Context: an optimization exercise on an open-source flow, tuned for small area, a short achievable clock period and few clock cycles per item. The choices shown serve that exercise and are no tape-out recipe. Where RTL was checked, it was by simulation tests only, not by an equivalence proof against the original. The RTL of run 2 was laid out without a check of its function. Power is estimated from default activity; no workload was simulated.

`flow/constraint.sdc`:
```
create_clock -name core_clock -period 4.0 [get_ports {clk}]
set_input_delay 0.8000 -clock core_clock [delete_from_list [all_inputs] [get_ports {clk}]]
set_output_delay 0.8000 -clock core_clock [all_outputs]
set_load 0.01 [all_outputs]
```
`flow/flow/abc_area.script`:
```
strash
&get -n
&st
&dch
&nf -a
&put
buffer -c
topo
stime -c
upsize -c
dnsize -c
```
`flow/config.mk`:
```
export PLATFORM = sky130hd
export DESIGN_NAME = ymodem_rx_unit
export DESIGN_NICKNAME = ymodem_rx_unit
export VERILOG_FILES = /design/flow/design.v
export SDC_FILE = /design/flow/constraint.sdc
export NUM_CORES = 4
export LEC_CHECK = 0
export CAP_MARGIN = 20
export CORE_MARGIN = 2
export CORE_UTILIZATION = 40
export SLEW_MARGIN = 20
export BUFFER_PORTS_ARGS = -buffer_cell sky130_fd_sc_hd__buf_2
export DONT_USE_CELLS += sky130_fd_sc_hd__or4_1 sky130_fd_sc_hd__or4_2 sky130_fd_sc_hd__or4_4 sky130_fd_sc_hd__or4b_1 sky130_fd_sc_hd__or4b_2 sky130_fd_sc_hd__or4b_4 sky130_fd_sc_hd__or4bb_1 sky130_fd_sc_hd__or4bb_2 sky130_fd_sc_hd__or4bb_4 sky130_fd_sc_hd__nor4_1 sky130_fd_sc_hd__nor4_2 sky130_fd_sc_hd__nor4_4 sky130_fd_sc_hd__nor4b_1 sky130_fd_sc_hd__nor4b_2 sky130_fd_sc_hd__nor4b_4 sky130_fd_sc_hd__nor4bb_1 sky130_fd_sc_hd__nor4bb_2 sky130_fd_sc_hd__nor4bb_4 sky130_fd_sc_hd__or3_1 sky130_fd_sc_hd__or3_2 sky130_fd_sc_hd__or3_4 sky130_fd_sc_hd__or3b_1 sky130_fd_sc_hd__or3b_2 sky130_fd_sc_hd__or3b_4 sky130_fd_sc_hd__a2111oi_0 sky130_fd_sc_hd__a2111oi_1 sky130_fd_sc_hd__a2111oi_2 sky130_fd_sc_hd__a2111oi_4 sky130_fd_sc_hd__a2111o_1 sky130_fd_sc_hd__a2111o_2 sky130_fd_sc_hd__a2111o_4 sky130_fd_sc_hd__clkdlybuf4s50_1 sky130_fd_sc_hd__clkdlybuf4s50_2
export ABC_CLOCK_PERIOD_IN_PS = 2000
export SETUP_SLACK_MARGIN = 2.25
export CTS_ARGS = -sink_clustering_enable -repair_clock_nets -root_buf sky130_fd_sc_hd__clkbuf_16 -buf_list {sky130_fd_sc_hd__clkbuf_4} -dont_use_dummy_load
export ABC_AREA = 1
```
`flow/design.v`:
```
module ymodem_rx_unit (
    input  wire        clk,
    input  wire        rst,           
    input  wire        cmd_valid,
    output wire        cmd_ready,
    input  wire [15:0] cmd,
    output reg         res_valid,
    output reg  [1:0]  res_st,        
    output reg  [31:0] res_val,
    output reg  [1:0]  res_tx_n,      
    output wire [7:0]  res_tx0,
    output reg  [7:0]  res_tx1,
    output reg  [1:0]  res_ev_n,      
    output reg  [2:0]  res_ev0,
    output reg  [2:0]  res_ev1,
    output wire [3:0]  res_ev_code,   
    output reg         res_pay        
);
    localparam IDLE = 0, LEAD = 1, SEQ = 2, CMP = 3, DATA = 4, CRCH = 5,
               CRCL = 6, PURGE = 7, DONE = 8, FAILED = 9;
    function [15:0] crc_step;
        input [15:0] c;
        input [7:0]  d;
        integer i;
        begin
            crc_step = c ^ {d, 8'h00};
            for (i = 0; i < 8; i = i + 1)
                crc_step = crc_step[15] ? ((crc_step << 1) ^ 16'h1021) : (crc_step << 1);
        end
    endfunction
    reg        fault;
    reg [15:0] crc_acc;
    reg [9:0]  ph;            
    reg [7:0]  rx_exp;
    reg        rx_hdr;
    reg        rx_big;
    reg [1:0]  rx_eotc;
    reg [1:0]  rx_canc;
    reg [2:0]  rx_retry;
    reg [3:0]  rx_err;
    reg [15:0] rx_crc;        
    reg [9:0]  rx_cnt;
    reg        rx_nz;         
    reg [1:0]  rx_pend;       
    wire [7:0] c_op  = cmd[15:8];
    wire [7:0] c_imm = cmd[7:0];
    wire       c_v   = cmd_valid & ~rst;
    wire       c_z   = (c_imm == 8'd0);
    wire c_hi0 = (c_op[7:4] == 4'h0);
    wire c_hi1 = (c_op[7:4] == 4'h1);
    wire c_hi3 = (c_op[7:4] == 4'h3);
    wire c_lo0 = (c_op[3:0] == 4'h0);
    wire c_lo1 = (c_op[3:0] == 4'h1);
    wire c_lo2 = (c_op[3:0] == 4'h2);
    wire c_lo3 = (c_op[3:0] == 4'h3);
    wire c_lo4 = (c_op[3:0] == 4'h4);
    wire c_sys   = c_hi0 & (c_lo1 | c_lo2) & c_z;
    wire c_legal = (c_hi0 & c_lo0 & c_z) | (c_hi1 & (c_lo0 | c_lo2) & c_z) | (c_hi1 & c_lo1)
                 | (c_hi3 & (c_lo0 | c_lo2 | c_lo3 | c_lo4) & c_z) | (c_hi3 & c_lo1);
    wire c_sx  = (c_imm == 8'h01) | (c_imm == 8'h02);
    wire c_eot = (c_imm == 8'h04);
    wire c_can = (c_imm == 8'h18);
    reg       cv;             
    reg [7:0] imm;            
    reg       op_reset, op_gf, op_bad, st_flt;
    reg       e_cinit, e_cbyte, e_cread, e_start, rxb, tmo, e_abort, e_status;
    reg       d_sx, d_eot, d_can, d_oth;
    reg       lo_ok;          
    wire fault_nx = ~op_reset & (fault | op_bad);
    wire c_run    = c_v & ~fault_nx;
    always @(posedge clk) begin
        cv       <= c_v;
        imm      <= c_imm;
        op_reset <= c_v & c_hi0 & c_lo1 & c_z;
        op_gf    <= c_v & c_hi0 & c_lo2 & c_z;
        op_bad   <= c_v & ~c_sys & ~c_legal;
        st_flt   <= ~c_sys & (~c_legal | fault_nx);
        e_cinit  <= c_run & c_hi1 & c_lo0 & c_z;
        e_cbyte  <= c_run & c_hi1 & c_lo1;
        e_cread  <= c_run & c_hi1 & c_lo2 & c_z;
        e_start  <= c_run & c_hi3 & c_lo0 & c_z;
        rxb      <= c_run & c_hi3 & c_lo1;
        tmo      <= c_run & c_hi3 & c_lo2 & c_z;
        e_abort  <= c_run & c_hi3 & c_lo3 & c_z;
        e_status <= c_run & c_hi3 & c_lo4 & c_z;
        d_sx     <= c_sx;
        d_eot    <= c_eot;
        d_can    <= c_can;
        d_oth    <= ~(c_sx | c_eot | c_can);
        lo_ok    <= (c_imm == rx_crc[7:0]);
    end
    wire ph_act    = ph[LEAD] | ph[SEQ] | ph[CMP] | ph[DATA] | ph[CRCH] | ph[CRCL];
    wire ph_off    = ph[IDLE] | ph[DONE] | ph[FAILED];
    wire last      = rx_big ? (&rx_cnt) : (&rx_cnt[6:0]);
    wire pend_ok   = (rx_pend == 2'd0);
    wire chk_ok    = pend_ok & lo_ok;
    wire crcl      = rxb & ph[CRCL];
    wire acc       = crcl & chk_ok;
    wire null_hdr  = ~rx_hdr & ~rx_nz;
    wire acc_null  = acc & null_hdr;
    wire acc_blk   = acc & ~null_hdr;
    wire lead      = rxb & ph[LEAD];
    wire lead_sx   = lead & d_sx;
    wire eot_lead  = lead & d_eot;
    wire can_lead  = lead & d_can;
    wire eot_done  = eot_lead & rx_eotc[0];
    wire can_fail  = can_lead & rx_canc[0];
    wire nak_lead  = lead & d_oth;
    wire nak_crcl  = crcl & ~chk_ok;
    wire nak_tmo   = tmo & ph_act;
    wire nak       = nak_lead | nak_crcl | nak_tmo;
    wire at_limit  = rx_retry[2] & ~rx_retry[0];         
    wire nak_fail  = nak & at_limit;
    wire nak_purge = nak & ~at_limit;
    wire [3:0] nak_reason = tmo ? 4'd4 : nak_lead ? 4'd5 :
                            ~pend_ok ? {2'b00, rx_pend} : 4'd3;
    wire abort     = e_abort & (ph_act | ph[PURGE]);
    wire purge_end = tmo & ph[PURGE];
    wire ctl       = e_start | tmo | e_abort;             
    wire rxk       = rxb | ctl;
    wire [9:0] ph_n;
    assign ph_n[IDLE]   = ph[IDLE] & ~e_start;
    assign ph_n[LEAD]   = e_start | purge_end | acc_blk
                        | (ph[LEAD] & ~tmo & ~e_abort
                           & ~(rxb & (d_sx | d_oth | (d_eot & rx_eotc[0]) | (d_can & rx_canc[0]))));
    assign ph_n[SEQ]    = lead_sx | (ph[SEQ] & ~rxk);
    assign ph_n[CMP]    = (rxb & ph[SEQ]) | (ph[CMP] & ~rxk);
    assign ph_n[DATA]   = (rxb & ph[CMP]) | (ph[DATA] & ~ctl & ~(rxb & last));
    assign ph_n[CRCH]   = (rxb & ph[DATA] & last) | (ph[CRCH] & ~rxk);
    assign ph_n[CRCL]   = (rxb & ph[CRCH]) | (ph[CRCL] & ~rxk);
    assign ph_n[PURGE]  = nak_purge | (ph[PURGE] & ~ctl);
    assign ph_n[DONE]   = eot_done | acc_null | (ph[DONE] & ~e_start);
    assign ph_n[FAILED] = can_fail | nak_fail | abort | (ph[FAILED] & ~e_start);
    wire clr = rst | op_reset;
    wire [3:0] ph_code = {ph[DONE] | ph[FAILED],
                          ph[DATA] | ph[CRCH] | ph[CRCL] | ph[PURGE],
                          ph[SEQ] | ph[CMP] | ph[CRCL] | ph[PURGE],
                          ph[LEAD] | ph[CMP] | ph[CRCH] | ph[PURGE] | ph[FAILED]};
    reg tx_c, tx_nak, ev_abort, ev_can;
    assign res_tx0     = {1'b0, tx_c, 1'b0, tx_nak, 1'b0, ~tx_c, ~tx_nak, tx_c | tx_nak};
    assign res_ev_code = {ev_abort, ~ev_abort, ~ev_abort, ev_can};
    always @(posedge clk) begin
        res_valid <= cv & ~rst;
        res_st <= st_flt ? 2'd2 : (rxb & ph_off) ? 2'd1 : 2'd0;
        res_val <= 32'd0;
        if (op_gf)
            res_val[0] <= fault;
        else if (e_cread)
            res_val[15:0] <= crc_acc;
        else if (e_status)
            res_val[25:0] <= {rx_big, rx_hdr, rx_exp, rx_canc, rx_eotc,
                              1'b0, rx_retry, rx_err, ph_code};
        res_tx_n <= {acc_blk & ~rx_hdr,
                     e_start | eot_lead | can_lead | (acc_blk & rx_hdr) | purge_end};
        tx_c <= e_start;
        tx_nak <= tmo | (~ph[CRCL] & imm[2] & ~rx_eotc[0]);
        res_tx1 <= 8'h43;
        res_ev_n <= {acc_null, acc_blk | eot_done | can_fail | nak_fail | abort};
        res_ev0  <= acc ? (rx_hdr ? 3'd3 : rx_nz ? 3'd1 : 3'd2) :
                    eot_done ? 3'd4 : 3'd5;
        res_ev1  <= 3'd4;
        ev_abort <= e_abort;
        ev_can   <= d_can;
        res_pay <= rxb & ph[DATA];
        if (clr) begin
            fault    <= 1'b0;
            crc_acc  <= 16'd0;
            ph       <= 10'd1;
            rx_exp   <= 8'd0;
            rx_hdr   <= 1'b0;
            rx_big   <= 1'b0;
            rx_eotc  <= 2'd0;
            rx_canc  <= 2'd0;
            rx_retry <= 3'd0;
            rx_err   <= 4'd0;
        end else begin
            if (op_bad)
                fault <= 1'b1;
            if (e_cinit)
                crc_acc <= 16'd0;
            if (e_cbyte)
                crc_acc <= crc_step(crc_acc, imm);
            ph <= ph_n;
            if (e_start) begin
                rx_exp   <= 8'd0;
                rx_hdr   <= 1'b0;
                rx_big   <= 1'b0;
            end
            if (lead_sx)
                rx_big <= imm[1];
            if (acc_blk) begin
                rx_hdr <= 1'b1;
                rx_exp <= rx_exp + 8'd1;
            end
            if (e_start | nak_tmo | (lead & ~d_eot))
                rx_eotc <= 2'd0;
            else if (eot_lead)
                rx_eotc <= rx_eotc + 2'd1;
            if (e_start | nak_tmo | (lead & ~d_can))
                rx_canc <= 2'd0;
            else if (can_lead)
                rx_canc <= rx_canc + 2'd1;
            if (e_start | acc)
                rx_retry <= 3'd0;
            else if (nak)
                rx_retry <= rx_retry + 3'd1;
            if (e_start | acc)
                rx_err <= 4'd0;
            else if (nak_fail)
                rx_err <= 4'd6;
            else if (nak_purge)
                rx_err <= nak_reason;
            else if (can_fail)
                rx_err <= 4'd7;
            else if (abort)
                rx_err <= 4'd8;
        end
        if (rxb) begin
            if (ph[SEQ])
                rx_crc[7:0] <= imm;
            if (ph[CMP]) begin
                rx_crc  <= 16'd0;
                rx_cnt  <= 10'd0;
                rx_nz   <= 1'b0;
                rx_pend <= (imm != ~rx_crc[7:0]) ? 2'd1 :
                           (rx_crc[7:0] != rx_exp) ? 2'd2 : 2'd0;
            end
            if (ph[DATA]) begin
                rx_crc <= crc_step(rx_crc, imm);
                rx_cnt <= rx_cnt + 10'd1;
                if (imm != 8'd0) rx_nz <= 1'b1;
            end
            if (ph[CRCH] & pend_ok & (imm != rx_crc[15:8]))
                rx_pend <= 2'd3;
        end
    end
    assign cmd_ready = 1'b1;
endmodule
```
`flow/standard.sh`:
```
#!/bin/bash
# synth_recipe.tcl (not shown) runs the flow's synth.tcl, then flattens the netlist and writes it again
# the make line also repeats each setting of config.mk as NAME=value (left out here)
make -C /OpenROAD-flow-scripts/flow DESIGN_CONFIG=/design/flow/config.mk WORK_HOME=/design/flow/orfs CLKGATE_MAP_FILE= SYNTH_SCRIPT=/design/flow/synth_recipe.tcl "${@:-finish}"
```
`flow/flow/run.sh`:
```
#!/bin/bash
# The standard layout (standard.sh), with two changes:
#  - the extra ORFS settings of flow/extra.mk are appended to config.mk;
#  - synthesis is the standard flow's synthesis script with ABC's mapping script replaced
#    by flow/abc_area.script (an area-oriented mapping); only the combinational
#    mapping changes, the registers are those of the standard synthesis.
set -o pipefail
cat flow/extra.mk >> config.mk
{
  head -n 1 synth_recipe.tcl
  cat <<EOT
proc abc {args} {
  set i [lsearch -exact \$args -script]
  if {\$i >= 0} { lset args [expr {\$i + 1}] $PWD/flow/abc_area.script }
  yosys abc {*}\$args
}
EOT
  tail -n +2 synth_recipe.tcl
} > flow_synth.tcl
sed "s|SYNTH_SCRIPT=[^ ]*|SYNTH_SCRIPT=$PWD/flow_synth.tcl|" standard.sh > flow_standard.sh
bash flow_standard.sh > standard.log 2>&1
```
`flow/flow/extra.mk`:
```
export BUFFER_PORTS_ARGS = -buffer_cell sky130_fd_sc_hd__buf_2
export DONT_USE_CELLS += sky130_fd_sc_hd__or4_1 sky130_fd_sc_hd__or4_2 sky130_fd_sc_hd__or4_4 sky130_fd_sc_hd__or4b_1 sky130_fd_sc_hd__or4b_2 sky130_fd_sc_hd__or4b_4 sky130_fd_sc_hd__or4bb_1 sky130_fd_sc_hd__or4bb_2 sky130_fd_sc_hd__or4bb_4 sky130_fd_sc_hd__nor4_1 sky130_fd_sc_hd__nor4_2 sky130_fd_sc_hd__nor4_4 sky130_fd_sc_hd__nor4b_1 sky130_fd_sc_hd__nor4b_2 sky130_fd_sc_hd__nor4b_4 sky130_fd_sc_hd__nor4bb_1 sky130_fd_sc_hd__nor4bb_2 sky130_fd_sc_hd__nor4bb_4 sky130_fd_sc_hd__or3_1 sky130_fd_sc_hd__or3_2 sky130_fd_sc_hd__or3_4 sky130_fd_sc_hd__or3b_1 sky130_fd_sc_hd__or3b_2 sky130_fd_sc_hd__or3b_4 sky130_fd_sc_hd__a2111oi_0 sky130_fd_sc_hd__a2111oi_1 sky130_fd_sc_hd__a2111oi_2 sky130_fd_sc_hd__a2111oi_4 sky130_fd_sc_hd__a2111o_1 sky130_fd_sc_hd__a2111o_2 sky130_fd_sc_hd__a2111o_4 sky130_fd_sc_hd__clkdlybuf4s50_1 sky130_fd_sc_hd__clkdlybuf4s50_2
export ABC_CLOCK_PERIOD_IN_PS = 2000
export SETUP_SLACK_MARGIN = 2.25
export CTS_ARGS = -sink_clustering_enable -repair_clock_nets -root_buf sky130_fd_sc_hd__clkbuf_16 -buf_list {sky130_fd_sc_hd__clkbuf_4} -dont_use_dummy_load
export ABC_AREA = 1
```
==> results.py, run 1 <==
metrics = {
    "power_and_ir_drop": {
        "intPower_mw": 1.756,
        "p_seq_frac": 0.658,
        "p_clk_frac": 0.293,
        "power.leakage_nw": 2.635,
        "peakVddDrop_mv": 0.1950,
        "p_sw_frac": 0.2267,
        "p_comb_frac": 0.048,
        "powerDensity_nw_per_um2": 331.1,
        "p_switching_mw": 0.5148,
    },
    "clocking": {
        "root_buffer": "clkbuf_16",
        "htree_levels": 4,
        "cts_buffers": 17,
        "cts_buffer_depth": 2,
        "cts_tree": "done",
        "clkLatencyLatePin_ns": 0.37,
        "cts.sinks": 144,
        "clkTransAtPathRegs_ns": 0.10,
        "postCtsHoldBufs": 0,
    },
    "global_routing": {
        "antenna_found_initial": 0,
        "grt_pass1_wl_mm": 22.63,
        "grt_start_max_net_pins": 39,
        "overflow": 0,
        "gr-usage-all-layers": 0.1779,
        "grt_pass1_vias": 4479,
    },
    "floorplan": {
        "start_util": 0.4091,
        "rows": 45,
        "die_area_um2": 16560,
        "fp.coreArea_um2": 15200,
        "die_h_um": 128.7,
        "pin_count": 86,
        "die_w_um": 128.7,
    },
    "synthesis": {
        "synth_top_family_by_area": "simple AND/OR/NAND/NOR gates",
        "async_flop_share": 0,
        "synth-adder-area-share": 0.006035,
        "yosysTopAreaCellShare": 0.3701,
        "synth_compound_area_frac": 0.1225,
        "yosys.area_share.simple": 0.1949,
        "synthTopCellsByArea": "dfxtp_1 37%, edfxtp_1 14%, nor2_1 5.1%",
        "synthXorXnorAreaFrac": 0.09958,
        "synth_mux_area_frac": 0.001609,
        "synth_area_per_cell_um2": 9.381,
        "synth_edf_count": 29,
        "syn_inst": 663,
        "ys_seq_area_frac": 0.5102,
        "synth_top_area_cell": "dfxtp_1",
        "yosys_warnings": 1,
        "ys_ff_latch": 144,
        "ys_types": 56,
        "netlist_area_um2": 6220,
        "synth_top_flop_cell": "dfxtp_1",
    },
    "worst_setup_path": {
        "cp_num_buf_inv": 2,
        "criticalPathCategory": "reg2out",
        "cp_data_arrival_time_ns": 0.91,
        "critical_path_required_ns": 3.20,
        "crit_family": "flip-flops",
        "cpPeakStageDelay_ns": 0.34,
        "critPathMaxFanout": 2,
        "crit_path_end_kind": "primary output",
        "critPathSlowestCell": "dfxtp_2",
        "path_cells": "inv_2 -> nand2_1 -> buf_2",
        "start_kind": "flip-flop",
    },
    "detailed_routing": {
        "drc": 0,
        "vias": 4702,
        "first_iter_violations": 404,
        "wire_per_inst_um": 15.92,
        "vias_per_cell": 5.219,
        "finalWirelength_mm": 14.35,
        "firstDrtPassIters": 5,
        "ant_nets": 0,
    },
    "min_path": {
        "min_path_type": "reg2reg",
    },
    "sta": {
        "setup_tns_ns": 0,
        "worst_pin_slew_ns": 0.6860,
        "setup_violations": 0,
        "rsz0062_at_grt": "true",
        "post-route-period-util": 0.4284,
        "slew_viol_final": 0,
        "skew_ns": 0.04497,
        "finalHoldViolations": 0,
        "period_needed_ns": 1.714,
        "fmax_mhz": 583.6,
        "relSlewSlack": 0.5420,
    },
    "finish": {
        "layout_commonest_cell": "dfxtp_1",
        "area_growth_pct": 10.26,
        "layout_common_cells": "101 x dfxtp_1, 83 x nor2_1, 68 x nand2_1",
        "num-fill-cells": 1467,
        "drive_gt1_frac": 0.1851,
        "finish.utilization": 0.4511,
        "antenna_cells": 0,
        "nets": 737,
    },
    "placed_design": {
        "hpwl_mm": 10.51,
        "place_congestion": 0.8684,
        "port_buffers": 64,
    },
    "run_status": {
        "outcome": "no timing/DRC/antenna violations",
    },
    "run": {
        "max-cap-violations": 0,
    },
}
-- worst register-to-register path, delay by kind of cell (launching register included) --
kind	cells	cell delay [ns]
AO/OA/AOI/OAI	3	0.57
AND/OR/NAND/NOR	3	0.60
flip-flops	1	0.42
-- cells by family (layout without fill, tap and decap cells) --
kind of cell,count (synthesis),in the layout
xor gates and xnor gates,69,69
buffers and inverters,71,102
AOI/OAI and AO/OA,120,120
and+or+nand+nor,253,253
DFF,144,144
adders and majority gates,3,3
muxes,1,1
other,2,21
-- cell usage after synthesis, types with 2 or more instances --
| cell | n |
|---|---|
| a211oi_1 | 6 |
| a21boi_1 | 2 |
| a21o_1 | 3 |
| a21oi_1 | 28 |
| a22o_1 | 8 |
| a22oi_1 | 18 |
| a31oi_1 | 9 |
| and2_1 | 18 |
| and3_1 | 9 |
| and4_1 | 2 |
| and4b_1 | 2 |
| buf_1 | 2 |
| buf_2 | 9 |
| buf_4 | 26 |
| buf_6 | 3 |
| clkbuf_1 | 20 |
| conb_1 | 2 |
| dfxtp_1 | 115 |
| edfxtp_1 | 29 |
| ha_1 | 3 |
| inv_1 | 10 |
| nand2_1 | 68 |
| nand2b_1 | 3 |
| nand3_1 | 19 |
| nand3b_1 | 2 |
| nand4_1 | 9 |
| nor2_1 | 85 |
| nor2b_1 | 6 |
| nor3_1 | 14 |
| nor3_2 | 2 |
| nor3b_1 | 6 |
| o21a_1 | 2 |
| o21ai_0 | 20 |
| o21ai_1 | 12 |
| o41ai_1 | 3 |
| or2_2 | 2 |
| xnor2_1 | 33 |
| xor2_1 | 34 |
| xor2_2 | 2 |
-- final cells by class --
cell class / count / area (um^2) / area share
timing repair buffer: 74 / 411.6 / 0.06003
clock buffer: 17 / 145.1 / 0.02116
inverter: 11 / 41.29 / 0.006021
tap: 188 / 235.2 / 0.03430
sequential: 144 / 3196 / 0.4660
multi-input combinational: 467 / 2829 / 0.4125
-- power by group through the flow --
stage / Clock, mW / Sequential (mW) / Combinational [mW]
3_3_place_gp: 0 / 1.53 / 0.103
2_1_floorplan: 0 / 1.52 / 0.0987
5_1_grt: 0.751 / 1.50 / 0.122
3_5_place_dp: 0 / 1.53 / 0.106
6_report: 0.666 / 1.50 / 0.110
4_1_cts: 0.688 / 1.49 / 0.107
-- flip-flops by register name, indices dropped and copies added (netlist names), 3 cells and up --
signal    count
rx_retry      3
ph           10
rx_err        4
rx_cnt       10
imm           8
rx_exp        8
res_ev0       3
crc_acc      16
rx_crc       16
res_val      26
-- worst paths after layout --
path,start,end,slack [ns],cells past startpoint
max,tx_c$_DFF_P_,res_tx0[0],2.29,3
min,st_flt$_DFF_P_,res_st[1]$_SDFF_PP1_,0.34,0
max reg2reg,rx_pend[1]$_SDFFCE_PP1P_,rx_err[2]$_SDFFE_PP0P_,2.34,6
min reg2reg,st_flt$_DFF_P_,res_st[1]$_SDFF_PP1_,0.34,0
-- metrics by stage --
step           setup slack (ns)  std cells  power (mW)  cell area [um^2]  hold slack, ns
6_report                  2.286        901       2.271              6858          0.3439
5_1_grt                   2.215        901       2.369              6858          0.3501
4_1_cts                   2.255        893       2.289              6703          0.3476
3_5_place_dp              1.626        876       1.634              6515          0.3530
3_3_place_gp              1.746        876       1.631              6515          0.3543
2_1_floorplan             2.255        682       1.617              6297          0.3314
-- routing by layer --
layer | global-route usage | routed length (um) | part of all wire | vias to the layer above
li1 | - | - | - | 2317
met1 | 0.2174 | 6233 | 0.43 | 2237
met2 | 0.2969 | 7177 | 0.50 | 134
met3 | 0.05239 | 733 | 0.051 | 14
met4 | 0.06841 | 204 | 0.014 | 0
met5 | 0 | 0 | 0 | -
-- repair_timing --
| item | in CTS | in global routing |
|---|---|---|
| endpoints found under the setup margin | 84 | 41 |
| pin swaps | 0 | 4 |
| gates resized for setup | 15 | 21 |
| setup buffers | 0 | 8 |
| hold endpoints to repair | 0 | 0 |
Testbench counts, summed over its fixed seeds: cycles 41,589, commands 41,581.
==> inputs of run 2 (changes only) <==
--- a/flow/design.v
+++ b/flow/design.v
@@ -30,7 +30,7 @@
     endfunction
     reg        fault;
     reg [15:0] crc_acc;
-    reg [9:0]  ph;            
+    reg [3:0]  rx_phase;      
     reg [7:0]  rx_exp;
     reg        rx_hdr;
     reg        rx_big;
@@ -89,6 +89,13 @@
         d_oth    <= ~(c_sx | c_eot | c_can);
         lo_ok    <= (c_imm == rx_crc[7:0]);
     end
+    wire [9:0] ph;            
+    genvar k;
+    generate
+        for (k = 0; k < 10; k = k + 1) begin : dec
+            assign ph[k] = (rx_phase == k);
+        end
+    endgenerate
     wire ph_act    = ph[LEAD] | ph[SEQ] | ph[CMP] | ph[DATA] | ph[CRCH] | ph[CRCL];
     wire ph_off    = ph[IDLE] | ph[DONE] | ph[FAILED];
     wire last      = rx_big ? (&rx_cnt) : (&rx_cnt[6:0]);
@@ -132,10 +139,11 @@
     assign ph_n[DONE]   = eot_done | acc_null | (ph[DONE] & ~e_start);
     assign ph_n[FAILED] = can_fail | nak_fail | abort | (ph[FAILED] & ~e_start);
     wire clr = rst | op_reset;
-    wire [3:0] ph_code = {ph[DONE] | ph[FAILED],
-                          ph[DATA] | ph[CRCH] | ph[CRCL] | ph[PURGE],
-                          ph[SEQ] | ph[CMP] | ph[CRCL] | ph[PURGE],
-                          ph[LEAD] | ph[CMP] | ph[CRCH] | ph[PURGE] | ph[FAILED]};
+    wire [3:0] ph_code = rx_phase;
+    wire [3:0] ph_enc  = {ph_n[DONE] | ph_n[FAILED],
+                          ph_n[DATA] | ph_n[CRCH] | ph_n[CRCL] | ph_n[PURGE],
+                          ph_n[SEQ] | ph_n[CMP] | ph_n[CRCL] | ph_n[PURGE],
+                          ph_n[LEAD] | ph_n[CMP] | ph_n[CRCH] | ph_n[PURGE] | ph_n[FAILED]};
     reg tx_c, tx_nak, ev_abort, ev_can;
     assign res_tx0     = {1'b0, tx_c, 1'b0, tx_nak, 1'b0, ~tx_c, ~tx_nak, tx_c | tx_nak};
     assign res_ev_code = {ev_abort, ~ev_abort, ~ev_abort, ev_can};
@@ -165,7 +173,7 @@
         if (clr) begin
             fault    <= 1'b0;
             crc_acc  <= 16'd0;
-            ph       <= 10'd1;
+            rx_phase <= 4'd0;
             rx_exp   <= 8'd0;
             rx_hdr   <= 1'b0;
             rx_big   <= 1'b0;
@@ -180,7 +188,7 @@
                 crc_acc <= 16'd0;
             if (e_cbyte)
                 crc_acc <= crc_step(crc_acc, imm);
-            ph <= ph_n;
+            rx_phase <= ph_enc;
             if (e_start) begin
                 rx_exp   <= 8'd0;
                 rx_hdr   <= 1'b0;
==> flow/flow/extra.mk (replaced) <==
export BUFFER_PORTS_ARGS = -buffer_cell sky130_fd_sc_hd__buf_2
export DONT_USE_CELLS += sky130_fd_sc_hd__or4_1 sky130_fd_sc_hd__or4_2 sky130_fd_sc_hd__or4_4 sky130_fd_sc_hd__or4b_1 sky130_fd_sc_hd__or4b_2 sky130_fd_sc_hd__or4b_4 sky130_fd_sc_hd__or4bb_1 sky130_fd_sc_hd__or4bb_2 sky130_fd_sc_hd__or4bb_4 sky130_fd_sc_hd__nor4_1 sky130_fd_sc_hd__nor4_2 sky130_fd_sc_hd__nor4_4 sky130_fd_sc_hd__nor4b_1 sky130_fd_sc_hd__nor4b_2 sky130_fd_sc_hd__nor4b_4 sky130_fd_sc_hd__nor4bb_1 sky130_fd_sc_hd__nor4bb_2 sky130_fd_sc_hd__nor4bb_4 sky130_fd_sc_hd__or3_1 sky130_fd_sc_hd__or3_2 sky130_fd_sc_hd__or3_4 sky130_fd_sc_hd__or3b_1 sky130_fd_sc_hd__or3b_2 sky130_fd_sc_hd__or3b_4 sky130_fd_sc_hd__a2111oi_0 sky130_fd_sc_hd__a2111oi_1 sky130_fd_sc_hd__a2111oi_2 sky130_fd_sc_hd__a2111oi_4 sky130_fd_sc_hd__a2111o_1 sky130_fd_sc_hd__a2111o_2 sky130_fd_sc_hd__a2111o_4 sky130_fd_sc_hd__clkdlybuf4s50_1 sky130_fd_sc_hd__clkdlybuf4s50_2
export ABC_CLOCK_PERIOD_IN_PS = 2000
export SETUP_SLACK_MARGIN = 2.25
export CTS_ARGS = -sink_clustering_enable -repair_clock_nets -root_buf sky130_fd_sc_hd__clkbuf_16 -buf_list {sky130_fd_sc_hd__clkbuf_8} -dont_use_dummy_load
export ABC_AREA = 1
--- a/flow/config.mk
+++ b/flow/config.mk
@@ -13,5 +13,5 @@
 export DONT_USE_CELLS += sky130_fd_sc_hd__or4_1 sky130_fd_sc_hd__or4_2 sky130_fd_sc_hd__or4_4 sky130_fd_sc_hd__or4b_1 sky130_fd_sc_hd__or4b_2 sky130_fd_sc_hd__or4b_4 sky130_fd_sc_hd__or4bb_1 sky130_fd_sc_hd__or4bb_2 sky130_fd_sc_hd__or4bb_4 sky130_fd_sc_hd__nor4_1 sky130_fd_sc_hd__nor4_2 sky130_fd_sc_hd__nor4_4 sky130_fd_sc_hd__nor4b_1 sky130_fd_sc_hd__nor4b_2 sky130_fd_sc_hd__nor4b_4 sky130_fd_sc_hd__nor4bb_1 sky130_fd_sc_hd__nor4bb_2 sky130_fd_sc_hd__nor4bb_4 sky130_fd_sc_hd__or3_1 sky130_fd_sc_hd__or3_2 sky130_fd_sc_hd__or3_4 sky130_fd_sc_hd__or3b_1 sky130_fd_sc_hd__or3b_2 sky130_fd_sc_hd__or3b_4 sky130_fd_sc_hd__a2111oi_0 sky130_fd_sc_hd__a2111oi_1 sky130_fd_sc_hd__a2111oi_2 sky130_fd_sc_hd__a2111oi_4 sky130_fd_sc_hd__a2111o_1 sky130_fd_sc_hd__a2111o_2 sky130_fd_sc_hd__a2111o_4 sky130_fd_sc_hd__clkdlybuf4s50_1 sky130_fd_sc_hd__clkdlybuf4s50_2
 export ABC_CLOCK_PERIOD_IN_PS = 2000
 export SETUP_SLACK_MARGIN = 2.25
-export CTS_ARGS = -sink_clustering_enable -repair_clock_nets -root_buf sky130_fd_sc_hd__clkbuf_16 -buf_list {sky130_fd_sc_hd__clkbuf_4} -dont_use_dummy_load
+export CTS_ARGS = -sink_clustering_enable -repair_clock_nets -root_buf sky130_fd_sc_hd__clkbuf_16 -buf_list {sky130_fd_sc_hd__clkbuf_8} -dont_use_dummy_load
 export ABC_AREA = 1
==> run 2 against run 1 <==
Compared with the run above: clock-buffer cell count did not move; critical path type is now reg2reg; via count rose by 3.1%; critical path depth rose by 2; highest routed layer unchanged; largest power group unchanged; combinational power is 5% higher; total power grew 5.3%; sequential share of layout area is 4.0 points lower; worst hold slack better by 0.031 ns; routed wire length increased by 9.0%; first-iteration DRC count down 17%; non-clock buffer count is 11 higher.
==> results.py, run 2 <==
metrics = {
    "global_routing": {
        "grt_pass1_vias": 4662,
        "antenna_found_initial": 0,
        "grt_start_max_net_pins": 28,
        "grt_pass1_wl_mm": 24.34,
        "gr-usage-all-layers": 0.1928,
        "overflow": 0,
    },
    "synthesis": {
        "yosysMostFrequentCell": "dfxtp_1",
        "ys_seq_area_frac": 0.4917,
        "synth_top_flop_cell": "dfxtp_1",
        "synth_edf_count": 29,
        "synth_common_cells": "109 x dfxtp_1, 86 x nor2_1, 54 x nand2_1, 44 x xnor2_1, 34 x a21oi_1",
        "synth_area_per_cell_um2": 9.280,
        "yosysTopAreaCellShare": 0.3515,
        "syn_inst": 669,
        "synth_top_area_cell": "dfxtp_1",
        "synthTopCellsByArea": "dfxtp_1 35%, edfxtp_1 14%, xnor2_1 6.2%",
        "ys_ff_latch": 138,
        "yosys_warnings": 1,
        "ys_types": 58,
        "netlist_area_um2": 6208,
        "async_flop_share": 0,
    },
    "placed_design": {
        "hpwl_mm": 11.05,
        "port_buffers": 64,
        "pre_cts_ws_ns": 1.452,
        "place_congestion": 0.8889,
        "place_inst": 881,
    },
    "sta": {
        "fin_ws_ns": 2.121,
        "relSlewSlack": 0.4186,
        "worst_pin_slew_ns": 0.8709,
        "skew_ns": 0.02971,
        "post-route-period-util": 0.4698,
        "setup_violations": 0,
        "slew_viol_final": 0,
        "rsz0062_at_grt": "true",
        "period_needed_ns": 1.879,
        "fmax_mhz": 532.2,
        "finalHoldViolations": 0,
        "setup_tns_ns": 0,
    },
    "worst_setup_path": {
        "path_cells": "or2_4 -> a22o_4 -> a221o_2 -> a22oi_2 -> a41oi_1",
        "critPathMaxFanout": 6,
        "r2r_end": "rx_phase[2]$_SDFF_PP0_",
        "regToRegStartpoint": "rx_phase[0]$_SDFF_PP0_",
        "r2r_cells": 5,
        "critical_path_required_ns": 4.23,
        "cpPeakStageDelay_ns": 0.43,
        "cp_num_cells": 5,
        "crit_start": "rx_phase[0]$_SDFF_PP0_",
        "crit_family": "compound AO/OA/AOI/OAI gates",
        "cp_num_buf_inv": 0,
        "criticalPathCategory": "reg2reg",
        "reg2reg_slack_ns": 2.12,
        "cp_data_arrival_time_ns": 2.11,
        "start_kind": "flip-flop",
        "crit_path_end_kind": "flip-flop",
        "critPathSlowestCell": "a221o_2",
        "crit_end": "rx_phase[2]$_SDFF_PP0_",
    },
    "power_and_ir_drop": {
        "intPower_mw": 1.868,
        "powerDensity_nw_per_um2": 330.9,
        "p_seq_frac": 0.602,
        "peakVddDrop_mv": 0.2253,
        "p_switching_mw": 0.5224,
        "p_comb_frac": 0.048,
        "power.leakage_nw": 2.717,
        "p_clk_frac": 0.350,
        "p_sw_frac": 0.2185,
    },
    "floorplan": {
        "fp.coreArea_um2": 15200,
        "pin_count": 86,
        "die_w_um": 128.6,
        "die_area_um2": 16530,
        "rows": 45,
        "start_util": 0.4084,
        "die_h_um": 128.6,
    },
    "finish": {
        "instances_no_fill": 920,
        "layout_commonest_cell": "dfxtp_1",
        "layout_common_cells": "93 x dfxtp_1, 80 x nor2_1, 64 x buf_2",
        "num-fill-cells": 1440,
        "multiInputGateArea_um2": 3109,
        "reg_top3": "res_val (26), crc_acc (16), rx_crc (16)",
        "nets": 756,
        "largest_reg_flops": 26,
        "regMostFlops": "res_val",
        "final-seq-area_um2": 3080,
        "drive_gt1_frac": 0.2281,
        "area_growth_pct": 16.36,
        "antenna_cells": 0,
    },
    "clocking": {
        "root_buffer": "clkbuf_16",
        "htree_levels": 4,
        "clkLatencyLatePin_ns": 0.37,
        "clkTransAtPathRegs_ns": 0.07,
        "cts_tree": "done",
        "cts.sinks": 138,
        "cts_buffers": 17,
        "cts_buffer_depth": 2,
    },
    "detailed_routing": {
        "vias_per_cell": 5.268,
        "drc": 0,
        "ant_nets": 0,
        "wire_per_inst_um": 17.00,
        "finalWirelength_mm": 15.64,
        "first_iter_violations": 334,
        "firstDrtPassIters": 5,
        "vias": 4847,
    },
    "run_status": {
        "outcome": "no timing/DRC/antenna violations",
    },
    "run": {
        "max-cap-violations": 0,
    },
    "min_path": {
        "min_path_type": "reg2reg",
    },
}
==> run 2: through the flow <==
step / hold WS [ns] / util / area (um^2) / total power [mW]
floorplan: 0.3290 / - / 6322 / 1.561
global placement: 0.3904 / 0.4300 / 6538 / 1.578
detailed placement: 0.3793 / 0.4300 / 6538 / 1.580
CTS: 0.3857 / 0.4630 / 7038 / 2.413
global route: 0.3847 / 0.4752 / 7224 / 2.476
finish: 0.3753 / 0.4752 / 7224 / 2.390
==> run 2: logic make-up (layout without fill, tap and decap cells) <==
| logic type | count (synthesis) | in the layout | share of synthesized area |
|---|---|---|---|
| flip-flops | 138 | 138 | 0.4917 |
| XOR/XNOR | 73 | 73 | 0.1030 |
| AND/OR/NAND/NOR | 261 | 262 | 0.2074 |
| AO/OA/AOI/OAI | 123 | 123 | 0.1288 |
| other | 2 | 21 | 0.001210 |
| adder cells (fa/ha/maj) | 3 | 3 | 0.006047 |
| multiplexers | 1 | 1 | 0.001612 |
| buffers and inverters | 68 | 111 | 0.06026 |
==> run 2: metal layers <==
metal | wire length (um) | GRT usage | vias up
met1 | 6946 | 0.2409 | 2299
met4 | 450 | 0.08376 | 0
li1 | - | - | 2381
met3 | 756 | 0.04200 | 28
met2 | 7491 | 0.3226 | 139
met5 | 0 | 0 | -
==> run 2: area by class of cell <==
class,instances,share of cell area
repair buffers,85,0.07170
well taps,188,0.03256
clock buffers,17,0.03395
inverters,9,0.005023
multi-input cells,483,0.4304
flip-flops and latches,138,0.4264
==> run 2: what timing repair did <==
action / CTS / global route
gates cloned: 1 / 0
gates resized for setup: 32 / 34
setup endpoints to repair: 99 / 66
setup buffers: 14 / 7
hold buffers: 0 / 0
pin swaps: 10 / 14
==> run 2: worst min-delay path by stage <==
stage | startpoint | endpoint | cells past startpoint
6_report | st_flt$_DFF_P_ | res_st[1]$_SDFF_PP1_ | 0
5_1_grt | st_flt$_DFF_P_ | res_st[1]$_SDFF_PP1_ | 0
4_1_cts | st_flt$_DFF_P_ | res_st[1]$_SDFF_PP1_ | 0
3_5_place_dp | st_flt$_DFF_P_ | res_st[1]$_SDFF_PP1_ | 0
3_3_place_gp | st_flt$_DFF_P_ | res_st[1]$_SDFF_PP1_ | 0
2_1_floorplan | e_start$_DFF_P_ | tx_c$_DFF_P_ | 0
==> run 2: power groups by stage <==
| stage | clock network (mW) | registers (mW) | logic, mW |
|---|---|---|---|
| after floorplan | 0 | 1.46 | 0.105 |
| after global placement | 0 | 1.47 | 0.110 |
| after detailed placement | 0 | 1.47 | 0.112 |
| after CTS | 0.862 | 1.44 | 0.113 |
| after global routing | 0.911 | 1.44 | 0.128 |
| final | 0.837 | 1.44 | 0.115 |
==> inputs of run 3 (changes only) <==
--- a/flow/design.v
+++ b/flow/design.v
@@ -30,7 +30,7 @@
     endfunction
     reg        fault;
     reg [15:0] crc_acc;
-    reg [3:0]  rx_phase;      
+    reg [9:0]  ph;            
     reg [7:0]  rx_exp;
     reg        rx_hdr;
     reg        rx_big;
@@ -89,13 +89,6 @@
         d_oth    <= ~(c_sx | c_eot | c_can);
         lo_ok    <= (c_imm == rx_crc[7:0]);
     end
-    wire [9:0] ph;            
-    genvar k;
-    generate
-        for (k = 0; k < 10; k = k + 1) begin : dec
-            assign ph[k] = (rx_phase == k);
-        end
-    endgenerate
     wire ph_act    = ph[LEAD] | ph[SEQ] | ph[CMP] | ph[DATA] | ph[CRCH] | ph[CRCL];
     wire ph_off    = ph[IDLE] | ph[DONE] | ph[FAILED];
     wire last      = rx_big ? (&rx_cnt) : (&rx_cnt[6:0]);
@@ -139,11 +132,10 @@
     assign ph_n[DONE]   = eot_done | acc_null | (ph[DONE] & ~e_start);
     assign ph_n[FAILED] = can_fail | nak_fail | abort | (ph[FAILED] & ~e_start);
     wire clr = rst | op_reset;
-    wire [3:0] ph_code = rx_phase;
-    wire [3:0] ph_enc  = {ph_n[DONE] | ph_n[FAILED],
-                          ph_n[DATA] | ph_n[CRCH] | ph_n[CRCL] | ph_n[PURGE],
-                          ph_n[SEQ] | ph_n[CMP] | ph_n[CRCL] | ph_n[PURGE],
-                          ph_n[LEAD] | ph_n[CMP] | ph_n[CRCH] | ph_n[PURGE] | ph_n[FAILED]};
+    wire [3:0] ph_code = {ph[DONE] | ph[FAILED],
+                          ph[DATA] | ph[CRCH] | ph[CRCL] | ph[PURGE],
+                          ph[SEQ] | ph[CMP] | ph[CRCL] | ph[PURGE],
+                          ph[LEAD] | ph[CMP] | ph[CRCH] | ph[PURGE] | ph[FAILED]};
     reg tx_c, tx_nak, ev_abort, ev_can;
     assign res_tx0     = {1'b0, tx_c, 1'b0, tx_nak, 1'b0, ~tx_c, ~tx_nak, tx_c | tx_nak};
     assign res_ev_code = {ev_abort, ~ev_abort, ~ev_abort, ev_can};
@@ -173,7 +165,7 @@
         if (clr) begin
             fault    <= 1'b0;
             crc_acc  <= 16'd0;
-            rx_phase <= 4'd0;
+            ph       <= 10'd1;
             rx_exp   <= 8'd0;
             rx_hdr   <= 1'b0;
             rx_big   <= 1'b0;
@@ -188,7 +180,7 @@
                 crc_acc <= 16'd0;
             if (e_cbyte)
                 crc_acc <= crc_step(crc_acc, imm);
-            rx_phase <= ph_enc;
+            ph <= ph_n;
             if (e_start) begin
                 rx_exp   <= 8'd0;
                 rx_hdr   <= 1'b0;
==> flow/flow/run.sh (replaced) <==
#!/bin/bash
# The standard layout (standard.sh, its synthesis unchanged in its registers),
# with the extra ORFS settings of flow/extra.mk appended to config.mk.
set -o pipefail
cat flow/extra.mk >> config.mk
bash standard.sh > standard.log 2>&1
==> flow/flow/extra.mk (replaced) <==
export BUFFER_PORTS_ARGS = -buffer_cell sky130_fd_sc_hd__buf_2
export DONT_USE_CELLS += sky130_fd_sc_hd__or4_1 sky130_fd_sc_hd__or4_2 sky130_fd_sc_hd__or4_4 sky130_fd_sc_hd__or4b_1 sky130_fd_sc_hd__or4b_2 sky130_fd_sc_hd__or4b_4 sky130_fd_sc_hd__or4bb_1 sky130_fd_sc_hd__or4bb_2 sky130_fd_sc_hd__or4bb_4 sky130_fd_sc_hd__nor4_1 sky130_fd_sc_hd__nor4_2 sky130_fd_sc_hd__nor4_4 sky130_fd_sc_hd__nor4b_1 sky130_fd_sc_hd__nor4b_2 sky130_fd_sc_hd__nor4b_4 sky130_fd_sc_hd__nor4bb_1 sky130_fd_sc_hd__nor4bb_2 sky130_fd_sc_hd__nor4bb_4 sky130_fd_sc_hd__or3_1 sky130_fd_sc_hd__or3_2 sky130_fd_sc_hd__or3_4 sky130_fd_sc_hd__or3b_1 sky130_fd_sc_hd__or3b_2 sky130_fd_sc_hd__or3b_4 sky130_fd_sc_hd__a2111oi_0 sky130_fd_sc_hd__a2111oi_1 sky130_fd_sc_hd__a2111oi_2 sky130_fd_sc_hd__a2111oi_4 sky130_fd_sc_hd__a2111o_1 sky130_fd_sc_hd__a2111o_2 sky130_fd_sc_hd__a2111o_4 sky130_fd_sc_hd__clkdlybuf4s50_1 sky130_fd_sc_hd__clkdlybuf4s50_2
export ABC_CLOCK_PERIOD_IN_PS = 1400
export SETUP_SLACK_MARGIN = 2.25
export CTS_ARGS = -sink_clustering_enable -repair_clock_nets -root_buf sky130_fd_sc_hd__clkbuf_16 -buf_list {sky130_fd_sc_hd__clkbuf_8} -dont_use_dummy_load
export ABC_AREA = 1
--- a/flow/config.mk
+++ b/flow/config.mk
@@ -11,7 +11,7 @@
 export SLEW_MARGIN = 20
 export BUFFER_PORTS_ARGS = -buffer_cell sky130_fd_sc_hd__buf_2
 export DONT_USE_CELLS += sky130_fd_sc_hd__or4_1 sky130_fd_sc_hd__or4_2 sky130_fd_sc_hd__or4_4 sky130_fd_sc_hd__or4b_1 sky130_fd_sc_hd__or4b_2 sky130_fd_sc_hd__or4b_4 sky130_fd_sc_hd__or4bb_1 sky130_fd_sc_hd__or4bb_2 sky130_fd_sc_hd__or4bb_4 sky130_fd_sc_hd__nor4_1 sky130_fd_sc_hd__nor4_2 sky130_fd_sc_hd__nor4_4 sky130_fd_sc_hd__nor4b_1 sky130_fd_sc_hd__nor4b_2 sky130_fd_sc_hd__nor4b_4 sky130_fd_sc_hd__nor4bb_1 sky130_fd_sc_hd__nor4bb_2 sky130_fd_sc_hd__nor4bb_4 sky130_fd_sc_hd__or3_1 sky130_fd_sc_hd__or3_2 sky130_fd_sc_hd__or3_4 sky130_fd_sc_hd__or3b_1 sky130_fd_sc_hd__or3b_2 sky130_fd_sc_hd__or3b_4 sky130_fd_sc_hd__a2111oi_0 sky130_fd_sc_hd__a2111oi_1 sky130_fd_sc_hd__a2111oi_2 sky130_fd_sc_hd__a2111oi_4 sky130_fd_sc_hd__a2111o_1 sky130_fd_sc_hd__a2111o_2 sky130_fd_sc_hd__a2111o_4 sky130_fd_sc_hd__clkdlybuf4s50_1 sky130_fd_sc_hd__clkdlybuf4s50_2
-export ABC_CLOCK_PERIOD_IN_PS = 2000
+export ABC_CLOCK_PERIOD_IN_PS = 1400
 export SETUP_SLACK_MARGIN = 2.25
 export CTS_ARGS = -sink_clustering_enable -repair_clock_nets -root_buf sky130_fd_sc_hd__clkbuf_16 -buf_list {sky130_fd_sc_hd__clkbuf_8} -dont_use_dummy_load
 export ABC_AREA = 1
removed: flow/flow/abc_area.script
==> run 3 against run 2 <==
Compared with the run above: register-to-register slack improved by 0.25 ns; flip-flop and latch count increased by 6; clock power increased by 3.9%; clock skew decreased by 0.0038 ns; critical endpoint is now res_tx0[0]; design area increased by 1.2%; area after synthesis increased by 6.2%; utilization decreased by 1.8 points; still clean on timing, DRC and antenna; synthesized cell count increased by 21%; combinational power increased by 4%; worst hold slack improved by 0.034 ns.
==> results.py, run 3 <==
metrics = {
    "global_routing": {
        "antenna_found_initial": 0,
        "grt_pass1_wl_mm": 25.36,
        "grt_pass1_vias": 4848,
        "gr-usage-all-layers": 0.1865,
        "overflow": 0,
        "grt_start_max_net_pins": 20,
    },
    "floorplan": {
        "die_w_um": 132.4,
        "die_area_um2": 17530,
        "pin_count": 86,
        "rows": 46,
        "start_util": 0.4121,
        "fp.coreArea_um2": 16000,
        "die_h_um": 132.4,
    },
    "worst_setup_path": {
        "cp_data_arrival_time_ns": 0.91,
        "start_kind": "flip-flop",
        "critPathMaxFanout": 2,
        "criticalPathCategory": "reg2out",
        "path_cells": "inv_2 -> nand2_1 -> buf_2",
        "critical_path_required_ns": 3.20,
        "r2r_end": "rx_pend[0]$_SDFFCE_PP1P_",
        "r2r_cells": 4,
        "regToRegStartpoint": "imm[0]$_DFF_P_",
        "reg2reg_slack_ns": 2.37,
        "critPathSlowestCell": "dfxtp_2",
        "crit_family": "flip-flops",
        "crit_path_end_kind": "primary output",
        "cpPeakStageDelay_ns": 0.33,
        "cp_num_buf_inv": 2,
    },
    "min_path": {
        "min_path_type": "reg2reg",
        "worstHoldEndpoint": "res_valid$_DFF_P_",
        "min_from": "cv$_DFF_P_",
        "whs_path_depth": 2,
    },
    "placed_design": {
        "place_inst": 1071,
        "hpwl_mm": 11.95,
        "port_buffers": 64,
        "dpl_cell_area_um2": 7003,
        "place_congestion": 0.8759,
    },
    "detailed_routing": {
        "vias": 5284,
        "wire_per_inst_um": 14.62,
        "vias_per_cell": 4.852,
        "ant_nets": 0,
        "first_iter_violations": 394,
        "drc": 0,
        "finalWirelength_mm": 15.92,
        "firstDrtPassIters": 5,
    },
    "synthesis": {
        "synth_common_cells": "163 x nand2_1, 115 x dfxtp_1, 95 x inv_1, 84 x nor2_1, 53 x a21oi_1",
        "synth_top_area_cell": "dfxtp_1",
        "synth_edf_count": 29,
        "synthTopCellsByArea": "dfxtp_1 35%, edfxtp_1 13%, nand2_1 9.3%",
        "synth_top_flop_cell": "dfxtp_1",
        "yosys_warnings": 1,
        "yosysTopAreaCellShare": 0.3491,
        "netlist_area_um2": 6594,
        "async_flop_share": 0,
        "ys_seq_area_frac": 0.4812,
        "yosysMostFrequentCell": "nand2_1",
        "ys_types": 48,
        "synth_area_per_cell_um2": 8.141,
        "syn_inst": 810,
        "ys_ff_latch": 144,
    },
    "clocking": {
        "clkTransAtPathRegs_ns": 0.07,
        "htree_levels": 4,
        "clkLatencyLatePin_ns": 0.39,
        "cts.sinks": 144,
        "cts_buffer_depth": 2,
        "root_buffer": "clkbuf_16",
        "postCtsHoldBufs": 0,
        "cts_buffers": 17,
        "cts_tree": "done",
    },
    "finish": {
        "reg_top3": "res_val (26), crc_acc (16), rx_crc (16)",
        "drive_gt1_frac": 0.1558,
        "layout_common_cells": "162 x nand2_1, 112 x dfxtp_1, 92 x inv_1",
        "postLayoutCellArea_um2": 7310,
        "finish.utilization": 0.4568,
        "instances_no_fill": 1089,
        "layout_commonest_cell": "nand2_1",
        "nets": 897,
        "regMostFlops": "res_val",
        "antenna_cells": 0,
        "largest_reg_flops": 26,
        "area_growth_pct": 10.85,
    },
    "power_and_ir_drop": {
        "intPower_mw": 1.925,
        "peakVddDrop_mv": 0.2372,
        "p_sw_frac": 0.2258,
        "p_clk_frac": 0.350,
        "p_seq_frac": 0.602,
        "p_comb_frac": 0.048,
        "total_power_mw": 2.487,
        "powerDensity_nw_per_um2": 340.2,
        "power.leakage_nw": 3.065,
        "p_switching_mw": 0.5615,
    },
    "sta": {
        "relSlewSlack": 0.5177,
        "finalHoldViolations": 0,
        "period_needed_ns": 1.710,
        "worst_pin_slew_ns": 0.7225,
        "slew_viol_final": 0,
        "fmax_mhz": 584.8,
        "post-route-period-util": 0.4275,
        "rsz0062_at_grt": "true",
        "skew_ns": 0.02594,
        "setup_violations": 0,
        "setup_tns_ns": 0,
    },
    "run": {
        "max-cap-violations": 0,
    },
    "run_status": {
        "outcome": "no timing/DRC/antenna violations",
    },
}
-- run 3: cell count changes in the layout (fill, tap and decap cells not counted), sizes merged, moves of 10 or more --
cell,delta
a21oi,+19
a22oi,-13
and2,-21
buf,-18
inv,+92
nand2,+121
nand3,+34
o22ai,+10
xnor2,-26
-- run 3: worst max path at each step --
stage,start,endpoint,cells after the start
6_report,tx_nak$_DFF_P_,res_tx0[0],3
5_1_grt,tx_c$_DFF_P_,res_tx0[0],3
4_1_cts,tx_nak$_DFF_P_,res_tx0[0],3
3_5_place_dp,rst,rx_err[0]$_SDFFE_PP0P_,8
3_3_place_gp,rst,rx_retry[1]$_SDFFE_PP0P_,8
2_1_floorplan,cmd[15],st_flt$_DFF_P_,8
-- run 3: tightest hold or removal path, cell delays in order (launching register included) --
cell     delay (ns)
dfxtp_1        0.30
inv_1          0.04
nor2_1         0.03
-- run 3: logic make-up after synthesis --
kind of cell	count (synthesis)	synth area share
simple gates	361	0.2499
xor+xnor	42	0.06262
other cells	2	0.001139
compound gates	115	0.09981
fa+ha+maj	3	0.005693
flops	144	0.4812
buf+inv	143	0.09962
-- run 3: power by group through the flow --
| stage | Sequential (mW) | Clock [mW] | Combinational [mW] |
|---|---|---|---|
| 2_1_floorplan | 1.52 | 0 | 0.0986 |
| 3_3_place_gp | 1.53 | 0 | 0.115 |
| 3_5_place_dp | 1.53 | 0 | 0.115 |
| 4_1_cts | 1.50 | 0.901 | 0.118 |
| 5_1_grt | 1.50 | 0.945 | 0.135 |
| 6_report | 1.50 | 0.870 | 0.120 |
-- run 3: final cells by class --
cell class	instances	area, um^2
inverter	103	395.4
fill	1604	8691
sequential	144	3177
multi-input combinational	542	2879
timing repair buffer	67	342.8
clock buffer	17	245.2
tap	216	270.3
-- run 3: what timing repair did --
| item | 4_1_cts | 5_1_grt |
|---|---|---|
| gates resized for setup | 8 | 8 |
| endpoints found under the setup margin | 30 | 47 |
| pin swaps | 0 | 1 |
| buffers inserted | 1 | 0 |
-- run 3: layer usage --
layer	vias up	routed length [um]	global-route usage
met5	-	0	0
met4	0	271	0.07228
met3	25	806	0.03422
met2	146	6868	0.2769
met1	2411	7977	0.2688
li1	2702	-	-
-- run 3: per-stage QoR --
step	hold slack, ns	setup WS, ns
after floorplan	0.3319	2.325
after global placement	0.3976	1.879
after detailed placement	0.3985	1.819
after CTS	0.4119	2.256
after global routing	0.4303	2.240
final	0.4095	2.290
Testbench counts of run 3, summed over its fixed seeds: cycles 41,589, commands 41,581.
==> inputs of run 4 (changes only) <==
--- a/flow/design.v
+++ b/flow/design.v
@@ -8,12 +8,12 @@
     output reg  [1:0]  res_st,        
     output reg  [31:0] res_val,
     output reg  [1:0]  res_tx_n,      
-    output wire [7:0]  res_tx0,
+    output reg  [7:0]  res_tx0,
     output reg  [7:0]  res_tx1,
     output reg  [1:0]  res_ev_n,      
     output reg  [2:0]  res_ev0,
     output reg  [2:0]  res_ev1,
-    output wire [3:0]  res_ev_code,   
+    output reg  [3:0]  res_ev_code,   
     output reg         res_pay        
 );
     localparam IDLE = 0, LEAD = 1, SEQ = 2, CMP = 3, DATA = 4, CRCH = 5,
@@ -64,7 +64,8 @@
     reg [7:0] imm;            
     reg       op_reset, op_gf, op_bad, st_flt;
     reg       e_cinit, e_cbyte, e_cread, e_start, rxb, tmo, e_abort, e_status;
-    reg       d_sx, d_eot, d_can, d_oth;
+    reg       rxk;            
+    reg       z, d_sx, d_eot, d_can, d_oth;
     reg       lo_ok;          
     wire fault_nx = ~op_reset & (fault | op_bad);
     wire c_run    = c_v & ~fault_nx;
@@ -83,6 +84,8 @@
         tmo      <= c_run & c_hi3 & c_lo2 & c_z;
         e_abort  <= c_run & c_hi3 & c_lo3 & c_z;
         e_status <= c_run & c_hi3 & c_lo4 & c_z;
+        rxk      <= c_run & c_hi3 & (c_lo1 | ((c_lo0 | c_lo2 | c_lo3) & c_z));
+        z        <= c_z;
         d_sx     <= c_sx;
         d_eot    <= c_eot;
         d_can    <= c_can;
@@ -117,7 +120,6 @@
     wire abort     = e_abort & (ph_act | ph[PURGE]);
     wire purge_end = tmo & ph[PURGE];
     wire ctl       = e_start | tmo | e_abort;             
-    wire rxk       = rxb | ctl;
     wire [9:0] ph_n;
     assign ph_n[IDLE]   = ph[IDLE] & ~e_start;
     assign ph_n[LEAD]   = e_start | purge_end | acc_blk
@@ -136,9 +138,6 @@
                           ph[DATA] | ph[CRCH] | ph[CRCL] | ph[PURGE],
                           ph[SEQ] | ph[CMP] | ph[CRCL] | ph[PURGE],
                           ph[LEAD] | ph[CMP] | ph[CRCH] | ph[PURGE] | ph[FAILED]};
-    reg tx_c, tx_nak, ev_abort, ev_can;
-    assign res_tx0     = {1'b0, tx_c, 1'b0, tx_nak, 1'b0, ~tx_c, ~tx_nak, tx_c | tx_nak};
-    assign res_ev_code = {ev_abort, ~ev_abort, ~ev_abort, ev_can};
     always @(posedge clk) begin
         res_valid <= cv & ~rst;
         res_st <= st_flt ? 2'd2 : (rxb & ph_off) ? 2'd1 : 2'd0;
@@ -152,15 +151,18 @@
                               1'b0, rx_retry, rx_err, ph_code};
         res_tx_n <= {acc_blk & ~rx_hdr,
                      e_start | eot_lead | can_lead | (acc_blk & rx_hdr) | purge_end};
-        tx_c <= e_start;
-        tx_nak <= tmo | (~ph[CRCL] & imm[2] & ~rx_eotc[0]);
+        begin : tx0
+            reg is_c, is_n;
+            is_c = e_start;
+            is_n = tmo | (~ph[CRCL] & imm[2] & ~rx_eotc[0]);
+            res_tx0 <= {1'b0, is_c, 1'b0, is_n, 1'b0, ~is_c, ~is_n, is_c | is_n};
+        end
         res_tx1 <= 8'h43;
         res_ev_n <= {acc_null, acc_blk | eot_done | can_fail | nak_fail | abort};
         res_ev0  <= acc ? (rx_hdr ? 3'd3 : rx_nz ? 3'd1 : 3'd2) :
                     eot_done ? 3'd4 : 3'd5;
         res_ev1  <= 3'd4;
-        ev_abort <= e_abort;
-        ev_can   <= d_can;
+        res_ev_code <= {e_abort, ~e_abort, ~e_abort, d_can};
         res_pay <= rxb & ph[DATA];
         if (clr) begin
             fault    <= 1'b0;
@@ -228,7 +230,7 @@
             if (ph[DATA]) begin
                 rx_crc <= crc_step(rx_crc, imm);
                 rx_cnt <= rx_cnt + 10'd1;
-                if (imm != 8'd0) rx_nz <= 1'b1;
+                if (~z) rx_nz <= 1'b1;
             end
             if (ph[CRCH] & pend_ok & (imm != rx_crc[15:8]))
                 rx_pend <= 2'd3;
==> flow/flow/extra.mk (replaced) <==
export BUFFER_PORTS_ARGS = -buffer_cell sky130_fd_sc_hd__buf_2
export ABC_CLOCK_PERIOD_IN_PS = 2000
export SETUP_SLACK_MARGIN = 2.25
export CTS_ARGS = -sink_clustering_enable -repair_clock_nets -root_buf sky130_fd_sc_hd__clkbuf_16 -buf_list {sky130_fd_sc_hd__clkbuf_8} -dont_use_dummy_load
export ABC_AREA = 1
==> flow/config.mk (replaced) <==
export PLATFORM = sky130hd
export DESIGN_NAME = ymodem_rx_unit
export DESIGN_NICKNAME = ymodem_rx_unit
export VERILOG_FILES = /design/flow/design.v
export SDC_FILE = /design/flow/constraint.sdc
export NUM_CORES = 4
export LEC_CHECK = 0
export CAP_MARGIN = 20
export CORE_MARGIN = 2
export CORE_UTILIZATION = 40
export SLEW_MARGIN = 20
export BUFFER_PORTS_ARGS = -buffer_cell sky130_fd_sc_hd__buf_2
export ABC_CLOCK_PERIOD_IN_PS = 2000
export SETUP_SLACK_MARGIN = 2.25
export CTS_ARGS = -sink_clustering_enable -repair_clock_nets -root_buf sky130_fd_sc_hd__clkbuf_16 -buf_list {sky130_fd_sc_hd__clkbuf_8} -dont_use_dummy_load
export ABC_AREA = 1
==> run 4 against run 3 <==
Compared with the run above: worst setup slack gained 0.042 ns; die area grew 0.81%; non-clock buffer count grew 7; largest cell class unchanged; clock power grew 2%; synthesized cell count shrank 0.49%; routed wire length grew 1.3%; combinational power is essentially flat; flip-flop and latch count grew 6; total power grew 3.0%; still clean; worst hold slack lost 0.0029 ns; global-route usage grew 0.082 points; sequential power grew 4%.
==> results.py, run 4 <==
metrics = {
    "run_status": {
        "outcome": "no timing/DRC/antenna violations",
    },
    "detailed_routing": {
        "vias_per_cell": 4.898,
        "vias": 5368,
        "first_iter_violations": 569,
        "finalWirelength_mm": 16.13,
        "drc": 0,
        "ant_nets": 0,
        "wire_per_inst_um": 14.72,
        "firstDrtPassIters": 6,
    },
    "sta": {
        "slew_viol_final": 0,
        "skew_ns": 0.01854,
        "hold_ws_ns": 0.4066,
        "worst_pin_slew_ns": 0.6500,
        "finalHoldViolations": 0,
        "period_needed_ns": 1.668,
        "setup_violations": 0,
        "relSlewSlack": 0.5662,
        "rsz0062_at_grt": "false",
        "post-route-period-util": 0.4171,
        "setup_tns_ns": 0,
        "fmax_mhz": 599.3,
    },
    "worst_setup_path": {
        "cp_data_arrival_time_ns": 0.87,
        "criticalPathCategory": "reg2out",
        "path_cells": "buf_2",
        "critPathSlowestCell": "dfxtp_2",
        "reg2reg_slack_ns": 2.36,
        "start_kind": "flip-flop",
        "crit_path_end_kind": "primary output",
        "r2r_end": "rx_pend[1]$_SDFFCE_PP1P_",
        "r2r_cells": 4,
        "critical_path_required_ns": 3.20,
        "regToRegStartpoint": "imm[2]$_DFF_P_",
        "cp_num_buf_inv": 1,
        "cpPeakStageDelay_ns": 0.36,
        "crit_family": "flip-flops",
        "cp_num_cells": 1,
        "critPathMaxFanout": 1,
    },
    "floorplan": {
        "die_area_um2": 17670,
        "die_h_um": 132.9,
        "die_w_um": 132.9,
        "rows": 47,
        "pin_count": 86,
        "start_util": 0.4052,
        "fp.coreArea_um2": 16410,
    },
    "power_and_ir_drop": {
        "power.leakage_nw": 3.076,
        "powerDensity_nw_per_um2": 345.8,
        "total_power_mw": 2.561,
        "peakVddDrop_mv": 0.2322,
    },
    "finish": {
        "regMostFlops": "res_val",
        "instances_no_fill": 1096,
        "largest_reg_flops": 26,
        "reg_top3": "res_val (26), crc_acc (16), rx_crc (16)",
        "antenna_cells": 0,
        "layout_common_cells": "154 x nand2_1, 118 x dfxtp_1, 95 x inv_1",
        "layout_commonest_cell": "nand2_1",
        "drive_gt1_frac": 0.1553,
        "nets": 900,
        "area_growth_pct": 11.38,
    },
    "synthesis": {
        "synthTopCellsByArea": "dfxtp_1 36%, edfxtp_1 13%, nand2_1 8.8%",
        "synth_area_per_cell_um2": 8.249,
        "synth_common_cells": "155 x nand2_1, 121 x dfxtp_1, 96 x inv_1, 76 x nor2_1, 56 x nand3_1",
        "yosysMostFrequentCell": "nand2_1",
        "synth_top_area_cell": "dfxtp_1",
        "yosys_warnings": 1,
        "synth_top_flop_cell": "dfxtp_1",
        "ys_ff_latch": 150,
        "ys_types": 46,
        "yosysTopAreaCellShare": 0.3643,
        "netlist_area_um2": 6649,
        "ys_seq_area_frac": 0.4953,
        "synth_edf_count": 29,
        "syn_inst": 806,
        "async_flop_share": 0,
    },
    "global_routing": {
        "grt_pass1_wl_mm": 25.62,
        "gr-usage-all-layers": 0.1874,
        "grt_util_met3": 0.03755,
        "overflow": 0,
        "met1_usage": 0.2765,
        "antenna_found_initial": 0,
        "grt_start_max_net_pins": 20,
        "busiest_layer": "met2",
        "grt_use_met2": 0.2772,
        "grt_pass1_vias": 4739,
    },
    "run": {
        "max-cap-violations": 0,
    },
    "clocking": {
        "cts_buffers": 17,
        "postCtsHoldBufs": 0,
        "clkLatencyLatePin_ns": 0.38,
        "cts.sinks": 150,
        "htree_levels": 4,
        "root_buffer": "clkbuf_16",
        "clkTransAtPathRegs_ns": 0.08,
        "cts_tree": "done",
        "cts_buffer_depth": 2,
    },
    "min_path": {
        "worstHoldEndpoint": "res_st[1]$_SDFF_PP1_",
        "min_path_type": "reg2reg",
        "min_from": "st_flt$_DFF_P_",
        "whs_path_depth": 0,
    },
    "placed_design": {
        "port_buffers": 64,
        "hpwl_mm": 11.78,
        "place_congestion": 0.8654,
        "place_inst": 1071,
    },
}
-- run 4: cell count changes after synthesis, moves of 4 or more --
cell	before	now
nand3_1	47	56
o31ai_1	7	0
buf_2	4	8
nand2_1	163	155
buf_4	27	23
o32ai_1	5	9
dfxtp_1	115	121
xor2_1	24	14
xnor2_1	12	22
nor2_1	84	76
-- run 4: worst max-delay path by stage --
stage                             startpoint                       end  slack, ns
floorplan                            cmd[10]            st_flt$_DFF_P_       2.31
global placement                         rst    rx_err[0]$_SDFFE_PP0P_       1.83
detailed placement                       rst    rx_err[0]$_SDFFE_PP0P_       1.77
CTS                         ph[4]$_SDFF_PP0_    rx_err[2]$_SDFFE_PP0P_       2.25
global route        rx_crc[15]$_SDFFCE_PN0P_  rx_pend[0]$_SDFFCE_PP1P_       2.25
finish                    res_val[0]$_DFF_P_                res_val[0]       2.33
-- run 4: area by class of cell --
| class | count | area, um^2 |
|---|---|---|
| clock buffer | 17 | 245.2 |
| fill | 1677 | 9001 |
| inverter | 102 | 392.9 |
| multi-input combinational | 533 | 2794 |
| sequential | 150 | 3299 |
| tap | 220 | 275.3 |
| timing repair buffer | 74 | 399.1 |
-- run 4: through the flow --
step                      instance area (um^2)  setup WS (ns)    util
after CTS                                 7341          2.253  0.4474
after global placement                    7071          1.834  0.4309
after detailed placement                  7071          1.772  0.4309
after global routing                      7406          2.254  0.4514
after floorplan                           6720          2.305       -
final                                     7406          2.332  0.4514
-- run 4: cell families after synthesis --
family	Yosys count	synth area share
adders and majority gates	3	0.005646
and+or+nand+nor	351	0.2369
DFF	150	0.4953
AOI/OAI and AO/OA	113	0.09560
other	2	0.001130
xor gates and xnor gates	44	0.06699
buffers and inverters	143	0.09842
-- run 4: what timing repair did --
action	4_1_cts	5_1_grt
endpoints found under the setup margin	64	28
cloned	1	0
resized for setup	4	7
pin swaps	1	3
buffers inserted	1	6
-- run 4: metal layers --
metal / up-vias / wire length, um
li1: 2716 / -
met1: 2463 / 8042
met2: 169 / 6931
met3: 20 / 957
met4: 0 / 198
met5: - / 0
-- run 4: where the power goes --
group / internal (mW) / total (mW) / switching (mW)
combinational: 0.0419 / 0.117 / 0.0752
clock: 0.401 / 0.888 / 0.488
sequential: 1.54 / 1.56 / 0.0131
total: 1.99 / 2.56 / 0.576
Testbench counts of run 4, summed over its fixed seeds: cycles 41,589, commands 41,581.

-- what the ideal ports hide --
How much do the figures lean on ideal ports? The routed layouts below were timed once more, with nothing changed but the port constraints. Step 1 sets driving cells, clkbuf_16 on the clock port and buf_2 on the other inputs (assumed; they add their load-dependent delay and slew). Step 2 adds t to the input delays and takes it off the output delays; t is the mean of the earliest and latest rising clock arrival at the registers after step 1. Input paths then give back, and output paths get back, about the clock's delay inside the block. Three values: ideal ports, drivers, drivers and shift; two values: the first two.
run	t, ns	setup WS [ns]	clock arrival spread, ns
run 1	0.390	2.286 / 2.248 / 1.931	0.051 / 0.051
run 2	0.397	2.121 / 2.121 / 1.995	0.030 / 0.030
run 3	0.413	2.290 / 2.249 / 1.932	0.027 / 0.027
run 4	0.408	2.332 / 2.293 / 2.000	0.021 / 0.021
After both steps every run listed still meets setup and hold. For run 3, which loses most, drivers alone change the setup slack by -0.041 ns; drivers and shift together by -0.358 ns.
